From an optimization exercise on the open Yosys and OpenROAD flow, aimed at small area, a short achievable clock period and few clock cycles per item; shortcuts taken in it are not production practice. Function was checked by simulation only, so behaviour that the tests miss may differ from the original. Power figures rest on the tool's default switching activity, not on a simulated workload.

## lagoon
Design wm_enc, start of the top module:
module wm_enc (
    input  wire       clk,
    input  wire       rst,          
    input  wire       wr_en,
    input  wire [7:0] wr_addr,
    input  wire [7:0] wr_data,
    input  wire       start,
    input  wire [8:0] len,          
    input  wire [7:0] window,       
    input  wire [7:0] min_match,    
    output wire       busy,
    output wire       out_valid,
    output wire [7:0] out_data,
    input  wire       out_ready
);
    localparam FD = 4;              
    localparam FW = 2;              
    localparam [1:0] P_IDLE  = 2'd0,    
                     P_FIRST = 2'd1,    
                     P_CONT  = 2'd2;    
    reg [7:0] mem [0:255];
    reg       wr_q;
    reg [7:0] wa_q;
    reg [7:0] wd_q;
    reg       busy_r;
    always @(posedge clk) begin
        if (rst) wr_q <= 1'b0;
        else     wr_q <= wr_en & ~busy_r;
        wa_q <= wr_addr;
        wd_q <= wr_data;
    end
    always @(posedge clk) begin
        if (wr_q)
            mem[wa_q] <= wd_q;
    end
    reg [8:0] n;           
    reg [7:0] w;           
    reg [7:0] m;           
    reg       srch;        
    reg [8:0] pos;         
    reg [8:0] cur;         
  ...
For scale: ~12000 cells after synthesis, about 2900 flip-flops, roughly 56 I/O pins, roughly 140000 sq um of cells after synthesis.
==> flow/config.mk <==
export PLATFORM = sky130hd
export DESIGN_NAME = wm_enc
export DESIGN_NICKNAME = wm_enc
export VERILOG_FILES = /design/flow/design.v
export SDC_FILE = /design/flow/constraint.sdc
export NUM_CORES = 4
export LEC_CHECK = 0
export CAP_MARGIN = 30
export CORE_MARGIN = 2
export CORE_UTILIZATION = 55
export SLEW_MARGIN = 20
==> flow/constraint.sdc <==
create_clock -name core_clock -period 10.0 [get_ports {clk}]
set_input_delay 2.0000 -clock core_clock [delete_from_list [all_inputs] [get_ports {clk}]]
set_output_delay 2.0000 -clock core_clock [all_outputs]
set_load 0.01 [all_outputs]
standard.sh (not shown) runs the stock make flow with config.mk's settings and CLKGATE_MAP_FILE= SYNTH_SCRIPT=/design/flow/synth_recipe.tcl, a recipe that flattens the netlist after the stock synthesis.
==> flow/flow/run.sh <==
#!/bin/bash
# Own layout flow: the standard ORFS flow (standard.sh, its synthesis unchanged), with
#  - the timing repair steps asked to keep a larger setup margin than the flow settings allow,
#    so that they shorten the design's paths well below the 10 ns clock period instead of
#    stopping at it;
#  - clock tree synthesis with larger sink clusters and without dummy loads, which the tree
#    does not need for balance here.
# The clock, the constraints and everything that is measured stay as the standard flow has them.
# make's full output goes to flow_make.log; each ORFS step writes its own log under orfs/logs/.
set -euo pipefail
cd "$(dirname "$0")/.."
bash standard.sh SETUP_SLACK_MARGIN=6.5 \
  "CTS_ARGS=-sink_clustering_enable -repair_clock_nets -sink_clustering_size 25 -sink_clustering_max_diameter 100 -dont_use_dummy_load" \
  finish > flow_make.log 2>&1
Testbench counts of lagoon, summed over its fixed seeds: cycles 33,539, items 13,160.
[inputs] garnet vs lagoon
-- flow/design.v --
<<< lagoon, line 123
    reg [7:0] nb1, nb2;
    reg [1:0] rem;
    wire [7:0] rd = mem[ra2[7:0]];
    wire any_a = (|any_as) & curp_lt_n;             
    wire any_i = |any_iss;                           
>>> garnet, line 123
    reg [7:0] nb1, nb2;
    reg [1:0] rem;
    reg  [15:0] rl;
    wire [7:0]  rrow [0:15];
    genvar gr, gk;
    generate
        for (gr = 0; gr < 16; gr = gr + 1) begin : g_rr
            wire [7:0] t [0:16];
            assign t[0] = 8'd0;
            for (gk = 0; gk < 16; gk = gk + 1) begin : g_rk
                assign t[gk+1] = t[gk] | (mem[16*gr+gk] & {8{rl[gk]}});
            end
            assign rrow[gr] = t[16];
        end
    endgenerate
    wire [7:0] rd = rrow[ra2[7:4]];
    wire any_a = (|any_as) & curp_lt_n;             
    wire any_i = |any_iss;                           
<<< lagoon, line 204
    wire [8:0] pos2 = pos + 9'd2;
    wire [8:0] pos3 = pos + 9'd3;
    wire [8:0] ra1  = ra + 9'd1;
    wire [8:0] lo_r1  = (ra1 > {1'b0, w}) ? ra1 - {1'b0, w} : 9'd0;
>>> garnet, line 217
    wire [8:0] pos2 = pos + 9'd2;
    wire [8:0] pos3 = pos + 9'd3;
    wire [15:0] rl_p3, rl_ra;
    genvar gd;
    generate
        for (gd = 0; gd < 16; gd = gd + 1) begin : g_rl
            assign rl_p3[gd] = (pos3[3:0] == gd);
            assign rl_ra[gd] = (ra[3:0] == gd);
        end
    endgenerate
    wire [8:0] ra1  = ra + 9'd1;
    wire [8:0] lo_r1  = (ra1 > {1'b0, w}) ? ra1 - {1'b0, w} : 9'd0;
<<< lagoon, line 244
            ra     <= 9'd1;
            ra2    <= 9'd2;
            lo_cur <= 9'd0;
            lo_ra  <= (window == 8'd0) ? 9'd1 : 9'd0;
>>> garnet, line 265
            ra     <= 9'd1;
            ra2    <= 9'd2;
            rl     <= 16'd4;
            lo_cur <= 9'd0;
            lo_ra  <= (window == 8'd0) ? 9'd1 : 9'd0;
<<< lagoon, line 271
                ra     <= ra2;
                ra2    <= ra2 + 9'd1;
                lo_cur <= lo_ra;
                lo_ra  <= lo_r1;
>>> garnet, line 293
                ra     <= ra2;
                ra2    <= ra2 + 9'd1;
                rl     <= {rl[14:0], rl[15]};
                lo_cur <= lo_ra;
                lo_ra  <= lo_r1;
<<< lagoon, line 280
                ra     <= e_back ? pos2 : cur;
                ra2    <= e_back ? pos3 : ra;
                lo_cur <= e_back ? lo_q1 : lo_cp;
                lo_ra  <= e_back ? lo_q2 : lo_cur;
>>> garnet, line 303
                ra     <= e_back ? pos2 : cur;
                ra2    <= e_back ? pos3 : ra;
                rl     <= e_back ? rl_p3 : rl_ra;
                lo_cur <= e_back ? lo_q1 : lo_cp;
                lo_ra  <= e_back ? lo_q2 : lo_cur;
==> run notes <==
garnet consumes less power than lagoon does.
On garnet: portion of netlist area occupied by mux cells is 10 points lower than what lagoon gave.
Relative to lagoon, share of final layout cell area taken by non-clock buffers has increased by 0.22 points in garnet.
[garnet] highest net fanout along the worst path rose 31 relative to lagoon
From lagoon to garnet the numbers moved as follows: gate count of the mapped netlist now sits higher; power of the combinational group now sits lower; internal power of the cells now sits lower; part of the total power dissipated in the clock network now sits higher; hold slack now sits lower.
The number of slew-limit violations in the final report on lagoon is in line with that on garnet.
In garnet, final cell count is higher than in lagoon.
Cmp garnet vs lagoon: maximum achievable frequency higher in garnet
The final layout from garnet, which completed every stage, passed the timing, design-rule and antenna checks at the end of the flow.
Testbench counts of garnet, summed over its fixed seeds: cycles 33,539, items 13,160.

## afterwards: timing with drivers on the ports
The results above use ideal ports. As a check the final layouts listed here were re-extracted and re-timed, cells and wires unchanged.
Step 1, drivers: a clkbuf_16 drives clk and a buf_2 each remaining input, both assumed.
Step 2 also shifts input and output timing later by t, the mid clock arrival at the registers, as if the neighbouring blocks saw the same clock.
Three values: ideal, step 1, step 2; two values: the first two.
run | shift t [ns] | setup slack, ns | worst hold slack (ns)
lagoon | 0.926 | 6.148 / 6.148 / 5.789 | 0.462 / 0.462 / 0.462
garnet | 0.947 | 6.250 / 6.250 / 5.682 | 0.443 / 0.443 / 0.443
After both steps every run listed still meets setup and hold. For garnet, which loses most, drivers alone change the setup slack by 0.000 ns; drivers and shift together by -0.568 ns.
